Background: an optimization exercise with open tools, aiming at small area, a short achievable clock period and few clock cycles per item. Do not read the settings as production practice.
The RTL was checked by simulation tests, not by an equivalence proof against the original design.
Power figures rest on the tool's default switching activity, not on a simulated workload.

### flow/run.sh
#!/bin/bash
# synth_recipe.tcl (not shown) runs the flow's synth.tcl, then flattens the netlist and writes it again
# the make line also repeats each setting of config.mk as NAME=value (left out here)
make -C /OpenROAD-flow-scripts/flow DESIGN_CONFIG=/design/flow/config.mk WORK_HOME=/design/flow/orfs CLKGATE_MAP_FILE= SYNTH_SCRIPT=/design/flow/synth_recipe.tcl finish
### flow/config.mk
export PLATFORM = sky130hd
export DESIGN_NAME = modsynth
export DESIGN_NICKNAME = modsynth
export VERILOG_FILES = /design/flow/design.v
export SDC_FILE = /design/flow/constraint.sdc
export NUM_CORES = 4
export LEC_CHECK = 0
export CAP_MARGIN = 20
export CORE_MARGIN = 2
export CORE_UTILIZATION = 30
export SLEW_MARGIN = 20
export SYNTH_MEMORY_MAX_BITS = 65536
### flow/constraint.sdc
create_clock -name core_clock -period 14.0 [get_ports {clk}]
set_input_delay 2.8000 -clock core_clock [delete_from_list [all_inputs] [get_ports {clk}]]
set_output_delay 2.8000 -clock core_clock [all_outputs]
set_load 0.01 [all_outputs]
### flow/design.v
module modsynth (
    input  wire        clk,
    input  wire        rst,
    input  wire        cmd_valid,
    output wire        cmd_ready,
    input  wire [2:0]  cmd_data,
    output wire        smp_valid,
    input  wire        smp_ready,
    output wire [15:0] smp_data
);
    reg       busy;    
    reg       past0;   
    reg       f2;      
    reg       half;    
    reg       neg;     
    reg       dir;     
    reg [8:0] m;       
    assign cmd_ready = ~busy & ~rst;
    assign smp_valid =  busy & ~rst;
    wire accept = cmd_valid & cmd_ready & (cmd_data[2:1] != 2'b11);
    wire emit   = smp_valid & smp_ready;
    wire last   = past0 & (m == 9'd0);
    wire [3:0]  d    = f2 ? 4'd4 : 4'd10;
    wire [9:0]  up   = {1'b0, m} + {6'd0, d};         
    wire [9:0]  dn   = {1'b0, m} - {6'd0, d};         
    wire        up_o = (up > 10'd499);
    wire        dn_o = dn[9];
    wire [9:0]  up_r = 10'd999 - up;
    wire [9:0]  dn_r = {6'd0, d} - {1'b0, m};
    reg  [8:0] m_n;
    reg        dir_n, neg_n;
    always @* begin
        m_n = m; dir_n = dir; neg_n = neg;
        if (!dir) begin
            if (up_o) begin m_n = up_r[8:0]; dir_n = 1'b1; end
            else            m_n = up[8:0];
        end else begin
            if (dn_o) begin m_n = dn_r[8:0]; dir_n = 1'b0; neg_n = ~neg; end
            else            m_n = dn[8:0];
        end
    end
    always @(posedge clk) begin
        if (rst)
            busy <= 1'b0;
        else if (accept)
            busy <= 1'b1;
        else if (emit && last)
            busy <= 1'b0;
    end
    always @(posedge clk) begin
        if (accept) begin
            f2    <= (cmd_data == 3'b010);
            half  <= (cmd_data == 3'b000);
            neg   <= (cmd_data == 3'b100);
            dir   <= 1'b0;
            m     <= 9'd0;
            past0 <= 1'b0;
        end else if (emit) begin
            m     <= m_n;
            dir   <= dir_n;
            neg   <= neg_n;
            past0 <= 1'b1;
        end
    end
    reg [14:0] f;
    always @* begin
        case (m)
            9'd0: f = 15'd0;
            9'd1: f = 15'd103;
            9'd2: f = 15'd206;
            9'd3: f = 15'd309;
            9'd4: f = 15'd412;
            9'd5: f = 15'd515;
            9'd6: f = 15'd618;
            9'd7: f = 15'd721;
            9'd8: f = 15'd824;
            9'd9: f = 15'd927;
            9'd10: f = 15'd1030;
            9'd11: f = 15'd1133;
            9'd12: f = 15'd1236;
            9'd13: f = 15'd1339;
            9'd14: f = 15'd1442;
            9'd15: f = 15'd1545;
            9'd16: f = 15'd1648;
            9'd17: f = 15'd1750;
            9'd18: f = 15'd1853;
            9'd19: f = 15'd1956;
            9'd20: f = 15'd2059;
            9'd21: f = 15'd2162;
            9'd22: f = 15'd2265;
            9'd23: f = 15'd2368;
            9'd24: f = 15'd2470;
            9'd25: f = 15'd2573;
            9'd26: f = 15'd2676;
            9'd27: f = 15'd2778;
            9'd28: f = 15'd2881;
            9'd29: f = 15'd2984;
            9'd30: f = 15'd3086;
            9'd31: f = 15'd3189;
            9'd32: f = 15'd3291;
            9'd33: f = 15'd3394;
            9'd34: f = 15'd3496;
            9'd35: f = 15'd3599;
            9'd36: f = 15'd3701;
            9'd37: f = 15'd3804;
            9'd38: f = 15'd3906;
            9'd39: f = 15'd4008;
            9'd40: f = 15'd4111;
            9'd41: f = 15'd4213;
            9'd42: f = 15'd4315;
            9'd43: f = 15'd4417;
            9'd44: f = 15'd4519;
            9'd45: f = 15'd4621;
            9'd46: f = 15'd4723;
            9'd47: f = 15'd4825;
            9'd48: f = 15'd4927;
            9'd49: f = 15'd5029;
            9'd50: f = 15'd5131;
            9'd51: f = 15'd5232;
            9'd52: f = 15'd5334;
            9'd53: f = 15'd5436;
            9'd54: f = 15'd5537;
            9'd55: f = 15'd5639;
            9'd56: f = 15'd5740;
            9'd57: f = 15'd5842;
            9'd58: f = 15'd5943;
            9'd59: f = 15'd6044;
            9'd60: f = 15'd6146;
            9'd61: f = 15'd6247;
            9'd62: f = 15'd6348;
            9'd63: f = 15'd6449;
            9'd64: f = 15'd6550;
            9'd65: f = 15'd6651;
            9'd66: f = 15'd6752;
            9'd67: f = 15'd6853;
            9'd68: f = 15'd6953;
            9'd69: f = 15'd7054;
            9'd70: f = 15'd7155;
            9'd71: f = 15'd7255;
            9'd72: f = 15'd7356;
            9'd73: f = 15'd7456;
            9'd74: f = 15'd7556;
            9'd75: f = 15'd7657;
            9'd76: f = 15'd7757;
            9'd77: f = 15'd7857;
            9'd78: f = 15'd7957;
            9'd79: f = 15'd8057;
            9'd80: f = 15'd8157;
            9'd81: f = 15'd8256;
            9'd82: f = 15'd8356;
            9'd83: f = 15'd8456;
            9'd84: f = 15'd8555;
            9'd85: f = 15'd8655;
            9'd86: f = 15'd8754;
            9'd87: f = 15'd8853;
            9'd88: f = 15'd8952;
            9'd89: f = 15'd9051;
            9'd90: f = 15'd9150;
            9'd91: f = 15'd9249;
            9'd92: f = 15'd9348;
            9'd93: f = 15'd9447;
            9'd94: f = 15'd9545;
            9'd95: f = 15'd9644;
            9'd96: f = 15'd9742;
            9'd97: f = 15'd9841;
            9'd98: f = 15'd9939;
            9'd99: f = 15'd10037;
            9'd100: f = 15'd10135;
            9'd101: f = 15'd10233;
            9'd102: f = 15'd10331;
            9'd103: f = 15'd10429;
            9'd104: f = 15'd10526;
            9'd105: f = 15'd10624;
            9'd106: f = 15'd10721;
            9'd107: f = 15'd10819;
            9'd108: f = 15'd10916;
            9'd109: f = 15'd11013;
            9'd110: f = 15'd11110;
            9'd111: f = 15'd11207;
            9'd112: f = 15'd11304;
            9'd113: f = 15'd11400;
            9'd114: f = 15'd11497;
            9'd115: f = 15'd11593;
            9'd116: f = 15'd11690;
            9'd117: f = 15'd11786;
            9'd118: f = 15'd11882;
            9'd119: f = 15'd11978;
            9'd120: f = 15'd12074;
            9'd121: f = 15'd12169;
            9'd122: f = 15'd12265;
            9'd123: f = 15'd12361;
            9'd124: f = 15'd12456;
            9'd125: f = 15'd12551;
            9'd126: f = 15'd12646;
            9'd127: f = 15'd12741;
            9'd128: f = 15'd12836;
            9'd129: f = 15'd12931;
            9'd130: f = 15'd13026;
            9'd131: f = 15'd13120;
            9'd132: f = 15'd13214;
            9'd133: f = 15'd13309;
            9'd134: f = 15'd13403;
            9'd135: f = 15'd13497;
            9'd136: f = 15'd13591;
            9'd137: f = 15'd13684;
            9'd138: f = 15'd13778;
            9'd139: f = 15'd13871;
            9'd140: f = 15'd13964;
            9'd141: f = 15'd14058;
            9'd142: f = 15'd14151;
            9'd143: f = 15'd14244;
            9'd144: f = 15'd14336;
            9'd145: f = 15'd14429;
            9'd146: f = 15'd14521;
            9'd147: f = 15'd14614;
            9'd148: f = 15'd14706;
            9'd149: f = 15'd14798;
            9'd150: f = 15'd14890;
            9'd151: f = 15'd14981;
            9'd152: f = 15'd15073;
            9'd153: f = 15'd15164;
            9'd154: f = 15'd15256;
            9'd155: f = 15'd15347;
            9'd156: f = 15'd15438;
            9'd157: f = 15'd15529;
            9'd158: f = 15'd15619;
            9'd159: f = 15'd15710;
            9'd160: f = 15'd15800;
            9'd161: f = 15'd15890;
            9'd162: f = 15'd15980;
            9'd163: f = 15'd16070;
            9'd164: f = 15'd16160;
            9'd165: f = 15'd16249;
            9'd166: f = 15'd16339;
            9'd167: f = 15'd16428;
            9'd168: f = 15'd16517;
            9'd169: f = 15'd16606;
            9'd170: f = 15'd16695;
            9'd171: f = 15'd16783;
            9'd172: f = 15'd16872;
            9'd173: f = 15'd16960;
            9'd174: f = 15'd17048;
            9'd175: f = 15'd17136;
            9'd176: f = 15'd17224;
            9'd177: f = 15'd17311;
            9'd178: f = 15'd17399;
            9'd179: f = 15'd17486;
            9'd180: f = 15'd17573;
            9'd181: f = 15'd17660;
            9'd182: f = 15'd17747;
            9'd183: f = 15'd17833;
            9'd184: f = 15'd17920;
            9'd185: f = 15'd18006;
            9'd186: f = 15'd18092;
            9'd187: f = 15'd18178;
            9'd188: f = 15'd18263;
            9'd189: f = 15'd18349;
            9'd190: f = 15'd18434;
            9'd191: f = 15'd18519;
            9'd192: f = 15'd18604;
            9'd193: f = 15'd18689;
            9'd194: f = 15'd18773;
            9'd195: f = 15'd18858;
            9'd196: f = 15'd18942;
            9'd197: f = 15'd19026;
            9'd198: f = 15'd19110;
            9'd199: f = 15'd19193;
            9'd200: f = 15'd19277;
            9'd201: f = 15'd19360;
            9'd202: f = 15'd19443;
            9'd203: f = 15'd19526;
            9'd204: f = 15'd19608;
            9'd205: f = 15'd19691;
            9'd206: f = 15'd19773;
            9'd207: f = 15'd19855;
            9'd208: f = 15'd19937;
            9'd209: f = 15'd20019;
            9'd210: f = 15'd20100;
            9'd211: f = 15'd20182;
            9'd212: f = 15'd20263;
            9'd213: f = 15'd20344;
            9'd214: f = 15'd20424;
            9'd215: f = 15'd20505;
            9'd216: f = 15'd20585;
            9'd217: f = 15'd20665;
            9'd218: f = 15'd20745;
            9'd219: f = 15'd20825;
            9'd220: f = 15'd20904;
            9'd221: f = 15'd20983;
            9'd222: f = 15'd21062;
            9'd223: f = 15'd21141;
            9'd224: f = 15'd21220;
            9'd225: f = 15'd21298;
            9'd226: f = 15'd21376;
            9'd227: f = 15'd21454;
            9'd228: f = 15'd21532;
            9'd229: f = 15'd21610;
            9'd230: f = 15'd21687;
            9'd231: f = 15'd21764;
            9'd232: f = 15'd21841;
            9'd233: f = 15'd21918;
            9'd234: f = 15'd21994;
            9'd235: f = 15'd22071;
            9'd236: f = 15'd22147;
            9'd237: f = 15'd22223;
            9'd238: f = 15'd22298;
            9'd239: f = 15'd22374;
            9'd240: f = 15'd22449;
            9'd241: f = 15'd22524;
            9'd242: f = 15'd22598;
            9'd243: f = 15'd22673;
            9'd244: f = 15'd22747;
            9'd245: f = 15'd22821;
            9'd246: f = 15'd22895;
            9'd247: f = 15'd22969;
            9'd248: f = 15'd23042;
            9'd249: f = 15'd23115;
            9'd250: f = 15'd23188;
            9'd251: f = 15'd23261;
            9'd252: f = 15'd23333;
            9'd253: f = 15'd23406;
            9'd254: f = 15'd23478;
            9'd255: f = 15'd23549;
            9'd256: f = 15'd23621;
            9'd257: f = 15'd23692;
            9'd258: f = 15'd23763;
            9'd259: f = 15'd23834;
            9'd260: f = 15'd23905;
            9'd261: f = 15'd23975;
            9'd262: f = 15'd24045;
            9'd263: f = 15'd24115;
            9'd264: f = 15'd24185;
            9'd265: f = 15'd24254;
            9'd266: f = 15'd24323;
            9'd267: f = 15'd24392;
            9'd268: f = 15'd24461;
            9'd269: f = 15'd24529;
            9'd270: f = 15'd24598;
            9'd271: f = 15'd24665;
            9'd272: f = 15'd24733;
            9'd273: f = 15'd24801;
            9'd274: f = 15'd24868;
            9'd275: f = 15'd24935;
            9'd276: f = 15'd25002;
            9'd277: f = 15'd25068;
            9'd278: f = 15'd25134;
            9'd279: f = 15'd25200;
            9'd280: f = 15'd25266;
            9'd281: f = 15'd25332;
            9'd282: f = 15'd25397;
            9'd283: f = 15'd25462;
            9'd284: f = 15'd25527;
            9'd285: f = 15'd25591;
            9'd286: f = 15'd25655;
            9'd287: f = 15'd25719;
            9'd288: f = 15'd25783;
            9'd289: f = 15'd25846;
            9'd290: f = 15'd25910;
            9'd291: f = 15'd25973;
            9'd292: f = 15'd26035;
            9'd293: f = 15'd26098;
            9'd294: f = 15'd26160;
            9'd295: f = 15'd26222;
            9'd296: f = 15'd26283;
            9'd297: f = 15'd26345;
            9'd298: f = 15'd26406;
            9'd299: f = 15'd26467;
            9'd300: f = 15'd26528;
            9'd301: f = 15'd26588;
            9'd302: f = 15'd26648;
            9'd303: f = 15'd26708;
            9'd304: f = 15'd26767;
            9'd305: f = 15'd26827;
            9'd306: f = 15'd26886;
            9'd307: f = 15'd26945;
            9'd308: f = 15'd27003;
            9'd309: f = 15'd27061;
            9'd310: f = 15'd27119;
            9'd311: f = 15'd27177;
            9'd312: f = 15'd27234;
            9'd313: f = 15'd27292;
            9'd314: f = 15'd27348;
            9'd315: f = 15'd27405;
            9'd316: f = 15'd27461;
            9'd317: f = 15'd27517;
            9'd318: f = 15'd27573;
            9'd319: f = 15'd27629;
            9'd320: f = 15'd27684;
            9'd321: f = 15'd27739;
            9'd322: f = 15'd27794;
            9'd323: f = 15'd27848;
            9'd324: f = 15'd27902;
            9'd325: f = 15'd27956;
            9'd326: f = 15'd28010;
            9'd327: f = 15'd28063;
            9'd328: f = 15'd28116;
            9'd329: f = 15'd28169;
            9'd330: f = 15'd28222;
            9'd331: f = 15'd28274;
            9'd332: f = 15'd28326;
            9'd333: f = 15'd28377;
            9'd334: f = 15'd28429;
            9'd335: f = 15'd28480;
            9'd336: f = 15'd28531;
            9'd337: f = 15'd28581;
            9'd338: f = 15'd28632;
            9'd339: f = 15'd28681;
            9'd340: f = 15'd28731;
            9'd341: f = 15'd28781;
            9'd342: f = 15'd28830;
            9'd343: f = 15'd28879;
            9'd344: f = 15'd28927;
            9'd345: f = 15'd28975;
            9'd346: f = 15'd29023;
            9'd347: f = 15'd29071;
            9'd348: f = 15'd29118;
            9'd349: f = 15'd29166;
            9'd350: f = 15'd29212;
            9'd351: f = 15'd29259;
            9'd352: f = 15'd29305;
            9'd353: f = 15'd29351;
            9'd354: f = 15'd29397;
            9'd355: f = 15'd29442;
            9'd356: f = 15'd29487;
            9'd357: f = 15'd29532;
            9'd358: f = 15'd29577;
            9'd359: f = 15'd29621;
            9'd360: f = 15'd29665;
            9'd361: f = 15'd29708;
            9'd362: f = 15'd29752;
            9'd363: f = 15'd29795;
            9'd364: f = 15'd29837;
            9'd365: f = 15'd29880;
            9'd366: f = 15'd29922;
            9'd367: f = 15'd29964;
            9'd368: f = 15'd30005;
            9'd369: f = 15'd30047;
            9'd370: f = 15'd30088;
            9'd371: f = 15'd30128;
            9'd372: f = 15'd30169;
            9'd373: f = 15'd30209;
            9'd374: f = 15'd30248;
            9'd375: f = 15'd30288;
            9'd376: f = 15'd30327;
            9'd377: f = 15'd30366;
            9'd378: f = 15'd30405;
            9'd379: f = 15'd30443;
            9'd380: f = 15'd30481;
            9'd381: f = 15'd30518;
            9'd382: f = 15'd30556;
            9'd383: f = 15'd30593;
            9'd384: f = 15'd30630;
            9'd385: f = 15'd30666;
            9'd386: f = 15'd30702;
            9'd387: f = 15'd30738;
            9'd388: f = 15'd30774;
            9'd389: f = 15'd30809;
            9'd390: f = 15'd30844;
            9'd391: f = 15'd30879;
            9'd392: f = 15'd30913;
            9'd393: f = 15'd30947;
            9'd394: f = 15'd30981;
            9'd395: f = 15'd31014;
            9'd396: f = 15'd31047;
            9'd397: f = 15'd31080;
            9'd398: f = 15'd31112;
            9'd399: f = 15'd31145;
            9'd400: f = 15'd31176;
            9'd401: f = 15'd31208;
            9'd402: f = 15'd31239;
            9'd403: f = 15'd31270;
            9'd404: f = 15'd31301;
            9'd405: f = 15'd31331;
            9'd406: f = 15'd31361;
            9'd407: f = 15'd31391;
            9'd408: f = 15'd31420;
            9'd409: f = 15'd31449;
            9'd410: f = 15'd31478;
            9'd411: f = 15'd31507;
            9'd412: f = 15'd31535;
            9'd413: f = 15'd31563;
            9'd414: f = 15'd31590;
            9'd415: f = 15'd31617;
            9'd416: f = 15'd31644;
            9'd417: f = 15'd31671;
            9'd418: f = 15'd31697;
            9'd419: f = 15'd31723;
            9'd420: f = 15'd31749;
            9'd421: f = 15'd31774;
            9'd422: f = 15'd31799;
            9'd423: f = 15'd31824;
            9'd424: f = 15'd31848;
            9'd425: f = 15'd31872;
            9'd426: f = 15'd31896;
            9'd427: f = 15'd31920;
            9'd428: f = 15'd31943;
            9'd429: f = 15'd31965;
            9'd430: f = 15'd31988;
            9'd431: f = 15'd32010;
            9'd432: f = 15'd32032;
            9'd433: f = 15'd32054;
            9'd434: f = 15'd32075;
            9'd435: f = 15'd32096;
            9'd436: f = 15'd32116;
            9'd437: f = 15'd32137;
            9'd438: f = 15'd32157;
            9'd439: f = 15'd32176;
            9'd440: f = 15'd32196;
            9'd441: f = 15'd32215;
            9'd442: f = 15'd32233;
            9'd443: f = 15'd32252;
            9'd444: f = 15'd32270;
            9'd445: f = 15'd32287;
            9'd446: f = 15'd32305;
            9'd447: f = 15'd32322;
            9'd448: f = 15'd32339;
            9'd449: f = 15'd32355;
            9'd450: f = 15'd32371;
            9'd451: f = 15'd32387;
            9'd452: f = 15'd32403;
            9'd453: f = 15'd32418;
            9'd454: f = 15'd32433;
            9'd455: f = 15'd32447;
            9'd456: f = 15'd32461;
            9'd457: f = 15'd32475;
            9'd458: f = 15'd32489;
            9'd459: f = 15'd32502;
            9'd460: f = 15'd32515;
            9'd461: f = 15'd32528;
            9'd462: f = 15'd32540;
            9'd463: f = 15'd32552;
            9'd464: f = 15'd32564;
            9'd465: f = 15'd32575;
            9'd466: f = 15'd32586;
            9'd467: f = 15'd32597;
            9'd468: f = 15'd32607;
            9'd469: f = 15'd32617;
            9'd470: f = 15'd32627;
            9'd471: f = 15'd32636;
            9'd472: f = 15'd32645;
            9'd473: f = 15'd32654;
            9'd474: f = 15'd32662;
            9'd475: f = 15'd32670;
            9'd476: f = 15'd32678;
            9'd477: f = 15'd32686;
            9'd478: f = 15'd32693;
            9'd479: f = 15'd32699;
            9'd480: f = 15'd32706;
            9'd481: f = 15'd32712;
            9'd482: f = 15'd32718;
            9'd483: f = 15'd32723;
            9'd484: f = 15'd32729;
            9'd485: f = 15'd32733;
            9'd486: f = 15'd32738;
            9'd487: f = 15'd32742;
            9'd488: f = 15'd32746;
            9'd489: f = 15'd32750;
            9'd490: f = 15'd32753;
            9'd491: f = 15'd32756;
            9'd492: f = 15'd32758;
            9'd493: f = 15'd32761;
            9'd494: f = 15'd32763;
            9'd495: f = 15'd32764;
            9'd496: f = 15'd32766;
            9'd497: f = 15'd32766;
            9'd498: f = 15'd32767;
            9'd499: f = 15'd32767;
            default: f = 15'd0;
        endcase
    end
    wire [15:0] g  = neg ? ~{1'b0, f} : {1'b0, f};
    wire [15:0] gs = half ? {g[15], g[15:1]} : g;
    wire [16:0] r  = {gs[15], gs} + 17'd1;
    assign smp_data = r[16:1];
endmodule
==> flow_summary.json <==
{
  "status": "no timing/DRC/antenna violations",
  "postCtsSetupBuffers": 0,
  "overflow": 0,
  "first_pass_iters": 8,
  "nets": 1504,
  "post_drt_wl_per_cell_microns": 39.4,
  "post-route-period-util_pct": 64.8,
  "n_fill_cell": 3517,
  "yosysTopAreaCell": "o21ai_0",
  "grt_pass1_vias": 13300,
  "clockBufferDepth": 2,
  "cts_tree": "built",
  "clock-root-buffer": "clkbuf_16",
  "totalWireLength_microns": 73900,
  "grt_max_degree": 62,
  "hpwl_microns": 50300,
  "gr-usage-met1_pct": 53.8,
  "p_per_area_nw_per_um2": 108,
  "leakage_nw": 3.55,
  "r2r_cells": 19,
  "cp.arrival_ns": 9.30,
  "place_ws_ns": 5.18,
  "yosys_warnings": 1,
  "port-buffer-count": 24,
  "ctsHtreeMaxLevel": 2,
  "tightest_slew_ns": 1.31,
  "syn-num-nets": 1557,
  "yosysSeqAreaShare_pct": 6.58,
  "fmax_mhz": 110,
  "syn_area_sq_um": 9580,
  "slowest_delay_ns": 0.93,
  "clock_skew_ns": 0.0185,
  "crit_cells": 15,
  "final_common_cell": "nand2_1",
  "die_w_microns": 183,
  "clk-insertion-delay-late_ns": 0.31,
  "crit_family": "simple AND/OR/NAND/NOR gates",
  "place_congestion": 1.09,
  "cp-end-kind": "flip-flop",
  "ant_nets": 0,
  "track_usage_pct": 43.3,
  "crit_path_max_fanout": 30,
  "grt_pass1_wl_microns": 103000,
  "cts.sinks": 30,
  "cts_buffers": 5,
  "crit_type": "in2reg",
  "crit_end": "f[6]$_DFF_P_",
  "drc": 0,
  "cap_violations": 0,
  "finalWorstSetupSlack_ns": 4.93,
  "syn_to_final_growth_pct": 8.62,
  "syn_area_per_cell_sq_um": 6.30,
  "antenna_found_initial": 7,
  "rrSetupSlack_ns": 6.10,
  "ys_types": 104,
  "viasPerCell": 7.70,
  "cts.reportedPaths.clkPinSlew_ns": 0.08,
  "yosys.area.top_type_share_pct": 8.04,
  "met3_usage_pct": 14.2,
  "synthTopCellsByArea": "o21ai_0, a21oi_1, nand2_1, nor2_1, dfxtp_1",
  "fin_crit_ns": 9.07,
  "crit_path_start_kind": "input port",
  "ys_ff_latch": 30,
  "slew_violations": 0,
  "slowest_stage": "nor3_1",
  "cts_resized": 0,
  "setup_viol": 0,
  "dieArea_sq_um": 33400,
  "synthFlopType": "dfxtp_1",
  "drive_gt1_share_pct": 9.73,
  "hold_class": "reg2reg",
  "cp_cell_sequence": "clkdlybuf4s50_1 > nand3b_1 > or4_4 > nand3_2 > nand2_1 > ha_1 > buf_4 > inv_1 > nor3_1 > o21ai_0 > buf_4 > o211a_1 > nor2_1 > o21ai_0 > a41oi_1",
  "drtIter0Drc": 2851,
  "async_flop_share_pct": 0,
  "peakVddDrop_uv": 56.8,
  "reg2reg_from": "f2$_DFFE_PP_",
  "core_area_sq_um": 31500,
  "slew_headroom_pct": 12.2,
  "critPathRequiredTime_ns": 14.23,
  "grt.busiest_layer": "met2",
  "start_util_pct": 30.4,
  "fin_tns_setup_ns": 0,
  "startpoint": "rst",
  "rows": 65,
  "cts-hold-fix-buffers": 0,
  "grt_use_met2_pct": 62.9,
  "num_io_pins": 25,
  "r2r_end": "f[6]$_DFF_P_",
  "dr_total_vias": 14400,
  "final_cell_mix": "nand2_1, o21ai_0, nor2_1",
  "synth_edf_count": 3,
  "fp.dieH_microns": 183,
  "rsz0062_at_grt": "no",
  "worst-path-buf-inv": 4,
  "netlist_instances": 1521,
  "hold_viol": 0
}
[layer usage]
metal	wire length, microns	share of wire, %
met3	10600	14
met2	29600	40
met1	26800	36
met4	6860	9.3
met5	12	0.016
[worst min path at each step]
stage	startpoint	endpoint	slack [ns]	cells past startpoint
4_1_cts	past0$_SDFFE_PP0P_	past0$_SDFFE_PP0P_	0.48	2
3_5_place_dp	past0$_SDFFE_PP0P_	past0$_SDFFE_PP0P_	0.46	2
3_3_place_gp	past0$_SDFFE_PP0P_	past0$_SDFFE_PP0P_	0.47	2
5_1_grt	past0$_SDFFE_PP0P_	past0$_SDFFE_PP0P_	0.53	2
2_1_floorplan	past0$_SDFFE_PP0P_	past0$_SDFFE_PP0P_	0.44	2
6_report	past0$_SDFFE_PP0P_	past0$_SDFFE_PP0P_	0.47	2
[report_power, final]
group	switching [mW]	leakage (nW)	total [mW]	internal (mW)
registers	0.0343	0.250	0.136	0.102
clock network	0.0551	0.0915	0.157	0.102
logic	0.578	3.21	0.832	0.254
total	0.667	3.55	1.13	0.458
[cell families after synthesis]
group	share of synthesized area, %
adder cells (fa/ha/maj)	4.02
XOR/XNOR	3.11
flip-flops	6.58
AND/OR/NAND/NOR	27.1
multiplexers	3.17
AO/OA/AOI/OAI	47.5
buffers and inverters	8.51
[worst min-delay path, cell delays in order, from the launching register on]
cell and delay [ns]:
dfxtp_1 0.32, nor2_1 0.05, nor2_1 0.06
[through the flow]
step / total power, mW / hold WS, ns / area, sq um / instances / util [%]
4_1_cts: 1.07 / 0.477 / 10400 / 1871 / 33.1
2_1_floorplan: 0.591 / 0.441 / 9580 / 1521 / -
3_5_place_dp: 0.912 / 0.463 / 10200 / 1863 / 32.5
6_report: 1.13 / 0.469 / 10400 / 1873 / 33.1
3_3_place_gp: 0.928 / 0.471 / 10200 / 1863 / 32.4
5_1_grt: 1.14 / 0.530 / 10400 / 1872 / 33.1
[sequential cells by signal, indices dropped and copies added, names as in the netlist]
register	cells
m	9
neg	1
half	1
f	15
past0	1
busy	1
dir	1
f2	1
[synthesized netlist by cell type (12+ instances only)]
master     instances
mux2i_1           18
a211oi_1          31
a221oi_1          16
o2111ai_1         13
nor2b_1           15
nor3_1            57
nand2_1          161
xnor2_1           29
o31ai_1           17
o21ai_0          154
buf_1             18
a311oi_1          12
o22ai_1           32
nor2_1           152
clkbuf_1          80
a22oi_1           14
o221ai_1          18
o311ai_0          12
ha_1              26
inv_1             23
dfxtp_1           27
a211o_1           12
nand2b_1          15
nand3_1           52
a31oi_1           39
nor4_1            12
a21oi_1          148
o211ai_1          37
buf_2             40
[cell type report]
class | count | area [sq um] | share of cell area (%)
clock buffers | 5 | 125 | 1.20
well taps | 402 | 503 | 4.83
inverters | 29 | 109 | 1.05
multi-input cells | 1308 | 8210 | 78.8
flip-flops and latches | 30 | 631 | 6.06
repair buffers | 94 | 766 | 7.36
diodes | 2 | 5.00 | 0.0481
clock inverters | 3 | 63.8 | 0.613
Testbench counts, summed over its fixed seeds: cycles 128,128, items 128,000.

[static timing again, ports no longer ideal]
The flow's constraints put no driver on any port. The routed layout listed below was extracted and timed again, unchanged, in two steps. Step 1 assumes that a clkbuf_16 drives the clock port and a buf_2 every other input. Step 2 adds t to the input delays and takes it off the output delays; t is the mean of the earliest and latest rising clock arrival at the registers after step 1. Input paths then give back, and output paths get back, about the clock's delay inside the block. a / b / c = ideal / step 1 / step 2; a / b = the first two.
t (ns): 0.352
setup WS [ns]: 4.928 / 4.953 / 4.602
hold WS [ns]: 0.469 / 0.469 / 0.469
slew at the worst register clock pin (ns): 0.08 / 0.08
After both steps this run still meets setup and hold. For this run, drivers alone change the setup slack by +0.025 ns; drivers and shift together by -0.326 ns.
